Background: an optimization exercise with open tools, aiming at small area, a short achievable clock period and few clock cycles. Do not read the settings as production practice. At most, simulation tests tie the RTL to the original design; equivalence was not proved. Power figures rest on the tool's default switching activity, not on a simulated workload.

## epdq_dither
module epdq_dither #(
    parameter MAX_W = 12
) (
    input  wire        clk,
    input  wire        rst,
    input  wire        start,
    input  wire [1:0]  cfg_op,
    input  wire [2:0]  cfg_mode,
    input  wire [5:0]  cfg_width,
    input  wire [7:0]  cfg_thr_grey,
    input  wire [15:0] cfg_thr3,
    input  wire [15:0] cfg_thr4,
    input  wire [23:0] cfg_margin,
    input  wire [23:0] cfg_color_red,
    input  wire [23:0] cfg_color_yel,
    input  wire        in_valid,
    output reg         in_ready,
    input  wire [7:0]  in_r,
    input  wire [7:0]  in_g,
    input  wire [7:0]  in_b,
    output reg         out_valid,
    input  wire        out_ready,
    output reg  [1:0]  out_sym,
    output reg  [7:0]  out_luma,
    output reg  [23:0] out_q
);
For scale: roughly 3700 cells after synthesis, ~570 flip-flops, about 190 I/O pins, ~35000 um^2 of cells after synthesis.
export LEC_CHECK = 0
export ABC_AREA = 1
export CAP_MARGIN = 50
export CORE_MARGIN = 2
export CORE_UTILIZATION = 65
export CTS_CLUSTER_DIAMETER = 80
export CTS_CLUSTER_SIZE = 30
export PLACE_DENSITY = 0.75
export SLEW_MARGIN = 70
create_clock -name core_clock -period 30.0 [get_ports {clk}]
standard.sh (not shown) runs the stock make flow with config.mk's settings and CLKGATE_MAP_FILE= SYNTH_SCRIPT=/design/flow/synth_recipe.tcl, a recipe that flattens the netlist after the stock synthesis.
==> flow/flow/run.sh <==
#!/bin/bash
# The standard layout, with every port buffered by a buf_1 cell instead of
# the default port buffer. The make output goes to standard.log, each tool's
# own log to orfs/logs/.
set -euo pipefail
export BUFFER_PORTS_ARGS="-buffer_cell sky130_fd_sc_hd__buf_1"
bash standard.sh > standard.log 2>&1
The first run completed with no timing, DRC or antenna violations.
Testbench counts at the start, summed over its fixed seeds: cycles 13,142.
Change:
CAP_MARGIN = 25   (was 50)
CORE_UTILIZATION = 50   (was 65)
PLACE_DENSITY = 0.6   (was 0.75)
Result: Routed wire length fell by a few percent; total power fell slightly; global-route usage is lower by 8.6 points; register-to-register slack improved by 220 ps; final area went up slightly; sequential power is about the same; setup slack improved by 7.8 ps; fmax stays flat.
Change:
CAP_MARGIN = 60   (was 25)
SLEW_MARGIN = 80   (was 70)
Worst hold slack hardly moves; worst setup slack is better by 6.7 ps; register-to-register slack gets better by 130 ps; area after synthesis is unchanged; clock-buffer cell count stays the same; core utilization went up by 3.2 points.

---

## JK
epdq_dither, a different RTL version from the one above (not shown whole).
For scale: ~3700 cells after synthesis, about 0.035 mm² of cells after synthesis.
// epdq_dither
module epdq_dither #(
    parameter MAX_W = 12
) (
    input  wire        clk,
    input  wire        rst,
    input  wire        start,
    input  wire [1:0]  cfg_op,
    input  wire [2:0]  cfg_mode,
    input  wire [5:0]  cfg_width,
    input  wire [7:0]  cfg_thr_grey,
    input  wire [15:0] cfg_thr3,
    input  wire [15:0] cfg_thr4,
    input  wire [23:0] cfg_margin,
    input  wire [23:0] cfg_color_red,
    input  wire [23:0] cfg_color_yel,
    input  wire        in_valid,
    output reg         in_ready,
    input  wire [7:0]  in_r,
    input  wire [7:0]  in_g,
    input  wire [7:0]  in_b,
    output reg         out_valid,
    input  wire        out_ready,
    output reg  [1:0]  out_sym,
    output reg  [7:0]  out_luma,
    output reg  [23:0] out_q
);
clock: 30.0 ns
lec_check: 0
abc_area: 1
cap_margin: 20
core_margin: 2
core_utilization: 70
place_density: 0.8
slew_margin: 20
run.sh (not shown) runs the stock make flow with config.mk's settings and CLKGATE_MAP_FILE= SYNTH_SCRIPT=/design/flow/synth_recipe.tcl, a recipe that flattens the netlist after the stock synthesis.
Stock flow here: none of the scripts above is used.
What MS does differently from JK at the input level:
# JK
export LEC_CHECK = 0
export ABC_AREA = 1
export CAP_MARGIN = 20
export CORE_MARGIN = 2
export CORE_UTILIZATION = 70
export PLACE_DENSITY = 0.8
export SLEW_MARGIN = 20
create_clock -name core_clock -period 30.0 [get_ports {clk}]
# MS
export LEC_CHECK = 0
export ABC_AREA = 1
export CAP_MARGIN = 20
export CORE_MARGIN = 2
export CORE_UTILIZATION = 50
export PLACE_DENSITY = 0.6
export SLEW_MARGIN = 20
create_clock -name core_clock -period 30.0 [get_ports {clk}]
Findings:
Diff JK -> MS: first-pass GRT wire length dropped 6200 µm, via count of the first global-routing pass dropped 9.2%, reg-to-reg setup timing slack climbed 0.26 ns, setup slack climbed 0.26 ns, clock network area share climbed 0.41 points.
Sort JK and MS by first-iteration DRC count, ascending, and MS comes first.
Compared with JK, MS shows a lower wire length after detailed routing.
In the tables for JK and MS, number of clock buffer instances in the layout reads higher with MS.
No functional check of the RTL was part of any run of this note.

---

## job 101
RTL: one of the versions met above, not the one the previous note started from.
Size in the first run: ~3,700 cells after synthesis, about 190 I/O pins, roughly 35,000 sq um of cells after synthesis.
export LEC_CHECK = 0
export ABC_AREA = 1
export CAP_MARGIN = 45
export CORE_MARGIN = 2
export CORE_UTILIZATION = 50
export CTS_CLUSTER_DIAMETER = 80
export CTS_CLUSTER_SIZE = 30
export PLACE_DENSITY = 0.6
export SLEW_MARGIN = 65
create_clock -name core_clock -period 30.0 [get_ports {clk}]
standard.sh (not shown) runs the stock make flow with config.mk's settings and CLKGATE_MAP_FILE= SYNTH_SCRIPT=/design/flow/synth_recipe.tcl, a recipe that flattens the netlist after the stock synthesis.
Scripts as last shown in full above: flow/flow/run.sh
In summary, job 101 completed successfully, with a layout that passed the timing, design-rule and antenna checks.
Testbench counts of job 101, summed over its fixed seeds: cycles 13,142.
Input-level comparison between job 102 and job 101:
# job 101
export LEC_CHECK = 0
export ABC_AREA = 1
export CAP_MARGIN = 45
export CORE_MARGIN = 2
export CORE_UTILIZATION = 50
export CTS_CLUSTER_DIAMETER = 80
export CTS_CLUSTER_SIZE = 30
export PLACE_DENSITY = 0.6
export SLEW_MARGIN = 65
create_clock -name core_clock -period 30.0 [get_ports {clk}]
# job 102
export LEC_CHECK = 0
export ABC_AREA = 1
export CAP_MARGIN = 40
export CORE_MARGIN = 2
export CORE_UTILIZATION = 50
export CTS_CLUSTER_DIAMETER = 80
export CTS_CLUSTER_SIZE = 30
export PLACE_DENSITY = 0.6
export SLEW_MARGIN = 60
create_clock -name core_clock -period 30.0 [get_ports {clk}]
==> flow/flow/run.sh <==
#!/bin/bash
# The standard layout, with every port buffered by a buf_2 cell instead of
# the default port buffer. The make output goes to standard.log, each tool's
# own log to orfs/logs/.
set -euo pipefail
export BUFFER_PORTS_ARGS="-buffer_cell sky130_fd_sc_hd__buf_2"
bash standard.sh > standard.log 2>&1
## What came out
Going from job 101 to job 102, sequential share of layout area saw little to no change; net load switching power saw a decrease; worst setup slack after layout saw a decrease; post-cts gate resize count saw little to no change; combinational share of power saw little to no change.
Final-layout worst hold slack ends up lower on job 101.
Delta (job 102 minus job 101): global-route usage barely changed; core utilization of the finished layout barely changed.
#### Input delta (job 103 over job 102)
# job 102
export LEC_CHECK = 0
export ABC_AREA = 1
export CAP_MARGIN = 40
export CORE_MARGIN = 2
export CORE_UTILIZATION = 50
export CTS_CLUSTER_DIAMETER = 80
export CTS_CLUSTER_SIZE = 30
export PLACE_DENSITY = 0.6
export SLEW_MARGIN = 60
create_clock -name core_clock -period 30.0 [get_ports {clk}]
# job 103
export LEC_CHECK = 0
export ABC_AREA = 1
export CAP_MARGIN = 50
export CORE_MARGIN = 2
export CORE_UTILIZATION = 50
export CTS_CLUSTER_DIAMETER = 80
export CTS_CLUSTER_SIZE = 30
export PLACE_DENSITY = 0.6
export SLEW_MARGIN = 70
create_clock -name core_clock -period 30.0 [get_ports {clk}]
==> flow/flow/run.sh <==
#!/bin/bash
# The standard layout, with every port buffered by a buf_1 cell instead of
# the default port buffer. The make output goes to standard.log, each tool's
# own log to orfs/logs/.
set -euo pipefail
export BUFFER_PORTS_ARGS="-buffer_cell sky130_fd_sc_hd__buf_1"
bash standard.sh > standard.log 2>&1
- Status: worst hold slack parity (job 102, job 103)
- Clock group share of total power for job 103: 0.4 points up relative to job 102
- Compared to job 102, job 103 shows a wider setup margin.
- Between job 102 and job 103, the flow reports design area increasing slightly.
- Looking at slowest library cell on the worst path, the sky130_fd_sc_hd__fa_1 result is from job 102; the sky130_fd_sc_hd__edfxtp_1 one comes from job 103.
- Delta (job 103 minus job 102): wire length grew by 0.72%; flip-flop and latch area now sits at about the same level; worst max-slew margin expressed relative to the limit went up 10 points.
What job 104 does differently from job 103 at the input level:
# job 103
export LEC_CHECK = 0
export ABC_AREA = 1
export CAP_MARGIN = 50
export CORE_MARGIN = 2
export CORE_UTILIZATION = 50
export CTS_CLUSTER_DIAMETER = 80
export CTS_CLUSTER_SIZE = 30
export PLACE_DENSITY = 0.6
export SLEW_MARGIN = 70
create_clock -name core_clock -period 30.0 [get_ports {clk}]
# job 104
export LEC_CHECK = 0
export ABC_AREA = 1
export CAP_MARGIN = 40
export CORE_MARGIN = 2
export CORE_UTILIZATION = 50
export CTS_CLUSTER_DIAMETER = 80
export CTS_CLUSTER_SIZE = 30
export PLACE_DENSITY = 0.6
export SLEW_MARGIN = 60
create_clock -name core_clock -period 30.0 [get_ports {clk}]
==> summary.txt <==
Post-route cell area: job 104 better than job 103. Per the comparison of job 104 with job 103, final cell utilization of the core decreased 0.83 points; post-placement cell area decreased about 1.1%; maximum frequency decreased 0.60%. In terms of first-pass GRT wire length, job 103 and job 104 differ only marginally. Run comparison: job 104 worst-path cell with the longest stage delay sky130_fd_sc_hd__fa_1; job 103 worst-path cell with the longest stage delay sky130_fd_sc_hd__edfxtp_1.

---

Setup of oak:
Another version of the RTL of epdq_dither (not shown whole).
Size in the first run: about 3800 cells after synthesis, ~190 I/O pins, roughly 36000 µm² of cells after synthesis.
Settings: LEC_CHECK=0, ABC_AREA=1, CAP_MARGIN=20, CORE_MARGIN=2, CORE_UTILIZATION=50, PLACE_DENSITY=0.6, SLEW_MARGIN=20; clock period 30.0 ns.
==> flow/flow/run.sh <==
#!/bin/bash
# The standard layout, with every port buffered by a buf_2 cell instead of
# the default port buffer. The make output goes to standard.log, each tool's
# own log to orfs/logs/.
set -euo pipefail
export BUFFER_PORTS_ARGS="-buffer_cell sky130_fd_sc_hd__buf_2"
bash standard.sh > standard.log 2>&1
Testbench counts of oak, summed over its fixed seeds: cycles 13,078.
Relative to oak, the following input files were edited for pine:
# oak
export LEC_CHECK = 0
export ABC_AREA = 1
export CAP_MARGIN = 20
export CORE_MARGIN = 2
export CORE_UTILIZATION = 50
export PLACE_DENSITY = 0.6
export SLEW_MARGIN = 20
create_clock -name core_clock -period 30.0 [get_ports {clk}]
# pine
export LEC_CHECK = 0
export ABC_AREA = 1
export CAP_MARGIN = 50
export CORE_MARGIN = 2
export CORE_UTILIZATION = 50
export PLACE_DENSITY = 0.6
export SLEW_MARGIN = 80
create_clock -name core_clock -period 30.0 [get_ports {clk}]
==> flow/run.sh (new file) <==
#!/bin/bash
# synth_recipe.tcl (not shown) runs the flow's synth.tcl, then flattens the netlist and writes it again
# the make line also repeats each setting of config.mk as NAME=value (left out here)
make -C /OpenROAD-flow-scripts/flow DESIGN_CONFIG=/design/flow/config.mk WORK_HOME=/design/flow/orfs CLKGATE_MAP_FILE= SYNTH_SCRIPT=/design/flow/synth_recipe.tcl finish
removed: flow/flow/run.sh
removed: flow/standard.sh
[summary]
Buffering overhead in pine vs oak: up 4.5 points. Share of the clock period used by the worst path: lower on pine. Delta (pine minus oak): setup slack after placement grew by 530 ps, design internal power increased by 150 µW relative to the old numbers, final hold slack down 11 ps. On global placer's final weighted congestion, pine tracks oak almost exactly. pine finished every stage and its layout cleared the timing, design-rule and antenna checks. Compared to oak, pine has worst endpoint required time 6420 ps lower. Compared with oak, pine is hungrier on power. The number of inserted diodes number comes out higher for oak vs pine. On cell area, the higher figure sits with pine, not oak. pine vs oak: fraction of met3 tracks used by global routing up in pine.
For birch, these inputs were changed with respect to pine:
# pine
export LEC_CHECK = 0
export ABC_AREA = 1
export CAP_MARGIN = 50
export CORE_MARGIN = 2
export CORE_UTILIZATION = 50
export PLACE_DENSITY = 0.6
export SLEW_MARGIN = 80
create_clock -name core_clock -period 30.0 [get_ports {clk}]
# birch
export LEC_CHECK = 0
export ABC_AREA = 1
export CAP_MARGIN = 40
export CORE_MARGIN = 2
export CORE_UTILIZATION = 50
export PLACE_DENSITY = 0.6
export SLEW_MARGIN = 60
create_clock -name core_clock -period 30.0 [get_ports {clk}]
[summary]
Every stage of the flow completed for birch, and the final layout passed the timing, design-rule and antenna checks. Sequential power: pine vs birch, no meaningful difference. Comparing pine against birch, there is no change at all in post-cts sizing count. Re met3 wire length: pine and birch aren't equal, and the lower value belongs to birch. pine ended up with more cell instances than birch did. Reported for pine and birch, die area turned out identical to the last digit. | length in cells of the worst reg-to-reg path | lower: birch |. Between pine and birch, the flow reports post-detailed-routing wire length decreasing slightly. Side by side, met3 global-route usage turned out lower in birch than in pine. On latest clock arrival within the worst-skew pair, pine tracks birch almost exactly. Going from pine to birch, power spent charging and discharging nets shrinks by about 4%. Measured against each other, pine and birch differ in number of global-route vias before repair, the lower figure coming from birch.

---

epdq_dither again, from the RTL that the note above started with.
==> flow/config.mk <==
export PLATFORM = sky130hd
export DESIGN_NAME = epdq_dither
export DESIGN_NICKNAME = epdq_dither
export VERILOG_FILES = /design/flow/design.v
export SDC_FILE = /design/flow/constraint.sdc
export NUM_CORES = 4
export LEC_CHECK = 0
export ABC_AREA = 1
export CAP_MARGIN = 20
export CORE_MARGIN = 2
export CORE_UTILIZATION = 50
export PLACE_DENSITY = 0.6
export SLEW_MARGIN = 20
==> flow/constraint.sdc <==
create_clock -name core_clock -period 30.0 [get_ports {clk}]
set_input_delay 6.0000 -clock core_clock [delete_from_list [all_inputs] [get_ports {clk}]]
set_output_delay 6.0000 -clock core_clock [all_outputs]
set_load 0.01 [all_outputs]
run.sh (not shown) runs the stock make flow with config.mk's settings and CLKGATE_MAP_FILE= SYNTH_SCRIPT=/design/flow/synth_recipe.tcl, a recipe that flattens the netlist after the stock synthesis.
Stock flow here: none of the scripts above is used.
Testbench counts at the start, summed over its fixed seeds: cycles 13,078.
Edit:
==> flow/flow/run.sh (new file) <==
#!/bin/bash
# The standard layout, with every port buffered by a buf_2 cell instead of
# the default port buffer. The make output goes to standard.log, each tool's
# own log to orfs/logs/.
set -euo pipefail
export BUFFER_PORTS_ARGS="-buffer_cell sky130_fd_sc_hd__buf_2"
bash standard.sh > standard.log 2>&1
==> flow/standard.sh (new file) <==
#!/bin/bash
# synth_recipe.tcl (not shown) runs the flow's synth.tcl, then flattens the netlist and writes it again
# the make line also repeats each setting of config.mk as NAME=value (left out here)
make -C /OpenROAD-flow-scripts/flow DESIGN_CONFIG=/design/flow/config.mk WORK_HOME=/design/flow/orfs CLKGATE_MAP_FILE= SYNTH_SCRIPT=/design/flow/synth_recipe.tcl "${@:-finish}"
CAP_MARGIN = 40   (was 20)
SLEW_MARGIN = 60   (was 20)
removed: flow/run.sh
Effect: Die area stays the same; sequential power is about the same; first-iteration DRC count climbs by about 7%; total power stays flat; non-clock buffer count climbs by 1; worst hold slack improved by 4.4 ps; final area drops by 1.7%; sequential share of layout area climbs by 0.65 points; final cell count is about the same; maximum frequency climbs by 6.2%; clock-buffer cell count climbs by 1.
Edit:
==> flow/run.sh (new file) <==
#!/bin/bash
# synth_recipe.tcl (not shown) runs the flow's synth.tcl, then flattens the netlist and writes it again
# the make line also repeats each setting of config.mk as NAME=value (left out here)
make -C /OpenROAD-flow-scripts/flow DESIGN_CONFIG=/design/flow/config.mk WORK_HOME=/design/flow/orfs CLKGATE_MAP_FILE= SYNTH_SCRIPT=/design/flow/synth_recipe.tcl finish
CAP_MARGIN = 20   (was 40)
CTS_BUF_LIST = sky130_fd_sc_hd__clkbuf_8   (was not set)
CTS_CLUSTER_SIZE = 20   (was not set)
SLEW_MARGIN = 20   (was 60)
removed: flow/flow/run.sh
removed: flow/standard.sh
Effect: Non-clock buffer count drops by 1. Synthesized cell count is unchanged. Fmax drops by a few percent.

[what the ideal ports hide]
Ports are ideal in the flow. The routed layouts listed here were re-timed in OpenROAD.
Step 1: set_driving_cell puts a clkbuf_16 on clk and a buf_2 on each other input, an assumption about the parent block.
Step 2 times the ports against the registers' clock, not the clock port: input delays grow and output delays shrink by t, the midpoint of the rising clock arrivals with the driver on.
Slacks: no drivers / after step 1 / after step 2; pairs: no drivers / after step 1.
| run | t, ns | setup WS [ns] | latest minus earliest clock arrival (ns) | pins driven straight from the clock port |
|---|---|---|---|---|
| the first run of note 1 | 0.649 | 22.851 / 22.790 / 22.355 | 0.032 / 0.032 | 1 |
| the second run of note 1 | 0.649 | 22.859 / 22.794 / 22.368 | 0.037 / 0.036 | 1 |
| the third run of note 1 | 0.653 | 22.866 / 22.800 / 22.664 | 0.034 / 0.034 | 1 |
| JK | 0.701 | 21.573 / 21.573 / 21.573 | 0.043 / 0.044 | 1 |
| MS | 0.684 | 21.832 / 21.832 / 21.832 | 0.059 / 0.060 | 1 |
| job 101 | 0.639 | 22.863 / 22.798 / 22.356 | 0.046 / 0.047 | 1 |
| job 102 | 0.704 | 22.585 / 22.585 / 22.350 | 0.033 / 0.033 | 1 |
| job 103 | 0.649 | 22.859 / 22.794 / 22.368 | 0.037 / 0.036 | 1 |
| job 104 | 0.640 | 22.816 / 22.791 / 22.372 | 0.032 / 0.032 | 1 |
| oak | 0.676 | 21.930 / 21.930 / 21.930 | 0.023 / 0.023 | 1 |
| pine | 0.673 | 22.343 / 22.276 / 22.487 | 0.029 / 0.030 | 1 |
| birch | 0.667 | 22.335 / 22.277 / 22.443 | 0.038 / 0.038 | 1 |
| the first run of note 5 | 0.696 | 21.995 / 21.995 / 21.995 | 0.043 / 0.043 | 1 |
| the second run of note 5 | 0.679 | 22.466 / 22.466 / 22.466 | 0.032 / 0.032 | 1 |
| the third run of note 5 | 0.784 | 21.958 / 21.958 / 21.958 | 0.048 / 0.048 | 1 |
After both steps setup and hold are still met in every run listed. For job 101, which loses most, drivers alone change the setup slack by -0.065 ns; drivers and shift together by -0.507 ns.
